Source: an optimization exercise on an open RTL-to-GDS flow (aim: small area, a short achievable clock period and few clock cycles per item). Production flows keep margins and buffers that such runs may drop. At most, simulation tests tie the RTL to the original design; equivalence was not proved. Power and IR drop assume default switching activity.

==> flow/design.v (excerpt) <==
module oncore_crc (
    input  wire        clk,
    input  wire        rst_n,        
    input  wire [1:0]  cmd,          
    input  wire [4:0]  cmd_order,    
    input  wire [15:0] cmd_poly,     
    input  wire [15:0] cmd_init,     
    input  wire [7:0]  cmd_data,     
    output wire        cmd_ready,
    output wire        res_valid,
    output wire [15:0] res
);
    localparam [1:0] CMD_START  = 2'd1;
    localparam [1:0] CMD_BYTE   = 2'd2;
    localparam [1:0] CMD_FINISH = 2'd3;
    reg [15:0] crc;          
    reg [15:0] poly;         
    reg [6:0]  q;            
    reg [3:0]  sh;           
    reg [7:0]  data;
    reg        data_v;
    reg [15:0] rsh;
    reg [3:0]  rcnt;         
    reg        rbusy;
    reg        fin_r;        
    wire rfree = !rbusy || (rcnt == 4'd0);
    wire rload = fin_r && rfree;
    assign cmd_ready = !fin_r || rfree;
    assign res_valid = rbusy && (rcnt == 4'd0);
    assign res       = rsh;
    wire       start  = (cmd == CMD_START);
    wire [3:0] sh_new = 4'd0 - cmd_order[3:0];
    wire [3:0] sel = ~cmd_order[3:0] & {4{~cmd_order[4]}};
    wire [15:0] init_z = cmd_order[4] ? cmd_init : {cmd_init[14:0], 1'b0};
    wire [15:0] poly_z = cmd_order[4] ? cmd_poly : {cmd_poly[14:0], 1'b0};
    reg [7:0] qn;
    integer m, j;
    always @* begin
        qn = 8'd1;
        for (m = 1; m < 8; m = m + 1) begin
  ...
For scale: ~720 cells after synthesis, roughly 74 flip-flops, roughly 67 I/O pins.
==> flow/config.mk <==
export PLATFORM = sky130hd
export DESIGN_NAME = oncore_crc
export DESIGN_NICKNAME = oncore_crc
export VERILOG_FILES = /design/flow/design.v
export SDC_FILE = /design/flow/constraint.sdc
export NUM_CORES = 4
export LEC_CHECK = 0
export CAP_MARGIN = 20
export CORE_MARGIN = 2
export CORE_UTILIZATION = 40
export SETUP_SLACK_MARGIN = 3
export SLEW_MARGIN = 20
==> flow/constraint.sdc <==
create_clock -name core_clock -period 6.0 [get_ports {clk}]
set_input_delay 1.2000 -clock core_clock [delete_from_list [all_inputs] [get_ports {clk}]]
set_output_delay 1.2000 -clock core_clock [all_outputs]
set_load 0.01 [all_outputs]
run.sh (not shown) runs the stock make flow with config.mk's settings and CLKGATE_MAP_FILE= SYNTH_SCRIPT=/design/flow/synth_recipe.tcl, a recipe that flattens the netlist after the stock synthesis.
==> next run, changes <==
==> flow/flow/run.sh (new file) <==
#!/bin/bash
# Standard layout, but the port buffers that global placement inserts use
# buf_2 instead of the slow clkdlybuf4s50_1 that buffer_ports picks by itself.
set -euo pipefail
export BUFFER_PORTS_ARGS="-buffer_cell sky130_fd_sc_hd__buf_2"
bash standard.sh > standard.log 2>&1
==> flow/standard.sh (new file) <==
#!/bin/bash
# synth_recipe.tcl (not shown) runs the flow's synth.tcl, then flattens the netlist and writes it again
# the make line also repeats each setting of config.mk as NAME=value (left out here)
make -C /OpenROAD-flow-scripts/flow DESIGN_CONFIG=/design/flow/config.mk WORK_HOME=/design/flow/orfs CLKGATE_MAP_FILE= SYNTH_SCRIPT=/design/flow/synth_recipe.tcl "${@:-finish}"
removed: flow/run.sh
Effect:
- The new run went through all stages and came out clean
- total power decreases by 4.3%
- worst setup slack gains 51 ps
- first-iteration DRC count decreases by 9.6%
- worst hold slack loses 12 ps
- clock power decreases by 7.0%
- fmax increases by 1.7%
Function was not checked in any run of this note: the RTL went through the layout flow alone.

* * *

oncore_crc, a different RTL version from the one above (not shown whole).
Size in the first run: ~670 cells after synthesis, roughly 67 I/O pins.
clock: 6.0 ns
lec_check: 0
cap_margin: 20
core_margin: 2
core_utilization: 40
cts_buf_list: sky130_fd_sc_hd__clkbuf_8
setup_slack_margin: 3.4
slew_margin: 20
standard.sh (not shown) runs the stock make flow with config.mk's settings and CLKGATE_MAP_FILE= SYNTH_SCRIPT=/design/flow/synth_recipe.tcl, a recipe that flattens the netlist after the stock synthesis.
==> flow/flow/run.sh <==
#!/bin/bash
# Standard layout, but the port buffers that global placement inserts use
# buf_1 instead of the slow clkdlybuf4s50_1 that buffer_ports picks by itself.
set -euo pipefail
export BUFFER_PORTS_ARGS="-buffer_cell sky130_fd_sc_hd__buf_1"
bash standard.sh > standard.log 2>&1
Testbench counts at the start, summed over its fixed seeds: cycles 35,351, bytes 32,800.
Rerun with:
- SETUP_SLACK_MARGIN: 3.4 -> 3.25
After rerunning: Hold slack gets better by 0.019 ns; routed wire length drops slightly; register-to-register slack loses 0.11 ns; critical path depth decreases by 1; cell area drops by a few percent; via count is about the same; maximum frequency is lower by a few percent; power goes down by a few percent; synthesized cell count does not change; die area does not change.

* * *

Another version of the RTL of oncore_crc (not shown whole).
For scale: ~740 cells after synthesis, about 69 flip-flops, roughly 67 I/O pins, ~0.0060 mm2 of cells after synthesis.
export LEC_CHECK = 0
export CAP_MARGIN = 20
export CORE_MARGIN = 2
export CORE_UTILIZATION = 40
export CTS_BUF_LIST = sky130_fd_sc_hd__clkbuf_8
export SETUP_SLACK_MARGIN = 3.25
export SLEW_MARGIN = 20
create_clock -name core_clock -period 6.0 [get_ports {clk}]
Scripts as last shown in full above: flow/flow/run.sh
The first run completed without violations.
==> next run, changes <==
- SETUP_SLACK_MARGIN: 3.25 -> 3.5
What happened:
- worst hold slack improved by 3.6 ps
- total power rises by about 3%
- worst setup slack gets better by 190 ps
- die area stays the same
No run of this note included a check of the RTL's function; only the layout flow was run.

* * *

== the previous run ==
oncore_crc, a different RTL version from the one above (not shown whole).
Size in the first run: ~710 cells after synthesis, about 74 flip-flops, roughly 67 I/O pins, about 6000 µm² of cells after synthesis.
==> flow/config.mk <==
export PLATFORM = sky130hd
export DESIGN_NAME = oncore_crc
export DESIGN_NICKNAME = oncore_crc
export VERILOG_FILES = /design/flow/design.v
export SDC_FILE = /design/flow/constraint.sdc
export NUM_CORES = 4
export LEC_CHECK = 0
export CAP_MARGIN = 20
export CORE_MARGIN = 2
export CORE_UTILIZATION = 40
export CTS_BUF_LIST = sky130_fd_sc_hd__clkbuf_8
export SETUP_SLACK_MARGIN = 2.75
export SLEW_MARGIN = 20
==> flow/constraint.sdc <==
create_clock -name core_clock -period 6.0 [get_ports {clk}]
set_input_delay 1.2000 -clock core_clock [delete_from_list [all_inputs] [get_ports {clk}]]
set_output_delay 1.2000 -clock core_clock [all_outputs]
set_load 0.01 [all_outputs]
Scripts as last shown in full above: flow/flow/run.sh
Testbench counts of the previous run, summed over its fixed seeds: cycles 35,351, bytes 32,800.
Relative to the previous run, the following input files were edited for the current run:
- SETUP_SLACK_MARGIN now 3.25, was 2.75
- Total die area came out exactly the same in the previous run and the current run.
- STATUS overall routed net length: the current run loses against the previous run
- From the previous run to the current run the numbers moved as follows: fmax rose by 13%; total sequential power now larger.
- Initial antenna violation count came out exactly the same in the previous run and the current run.
- Summary of the current run over the previous run: final design area excluding fillers went up by about 6.5%; portion of the clock cycle consumed by the worst path in the final layout went down by 5.8 points.

[what the ideal ports hide]
The results above use ideal ports. As a check the final layouts listed here were re-extracted and re-timed, cells and wires unchanged.
Step 1 (the two cells are an assumption about what drives the block):
set clk [get_ports {clk}]
set_driving_cell -lib_cell sky130_fd_sc_hd__clkbuf_16 $clk
set_driving_cell -lib_cell sky130_fd_sc_hd__buf_2 [delete_from_list [all_inputs] $clk]
Step 2 moves the port delays by t, midway between the first and last clock arrival at a register: inputs arrive t later, outputs are due t later. That takes back most of the time a late clock gives input paths.
a / b / c = ideal / step 1 / step 2; a / b = the first two.
run | t (ns) | setup WS [ns] | slew at the worst register clock pin (ns)
the first run of note 1 | 0.384 | 2.989 / 2.989 / 2.690 | 0.07 / 0.07
the second run of note 1 | 0.383 | 3.040 / 3.040 / 2.811 | 0.06 / 0.06
the first run of note 2 | 0.386 | 3.390 / 3.267 / 2.881 | 0.08 / 0.08
the second run of note 2 | 0.399 | 3.320 / 3.299 / 2.901 | 0.09 / 0.09
the first run of note 3 | 0.407 | 3.391 / 3.391 / 3.028 | 0.07 / 0.07
the second run of note 3 | 0.414 | 3.577 / 3.562 / 3.147 | 0.08 / 0.08
the previous run | 0.408 | 2.961 / 2.961 / 2.575 | 0.09 / 0.09
the current run | 0.412 | 3.309 / 3.272 / 2.860 | 0.09 / 0.09
After both steps setup and hold are still met in every run listed. For the first run of note 2, which loses most, drivers alone change the setup slack by -0.123 ns; drivers and shift together by -0.509 ns.
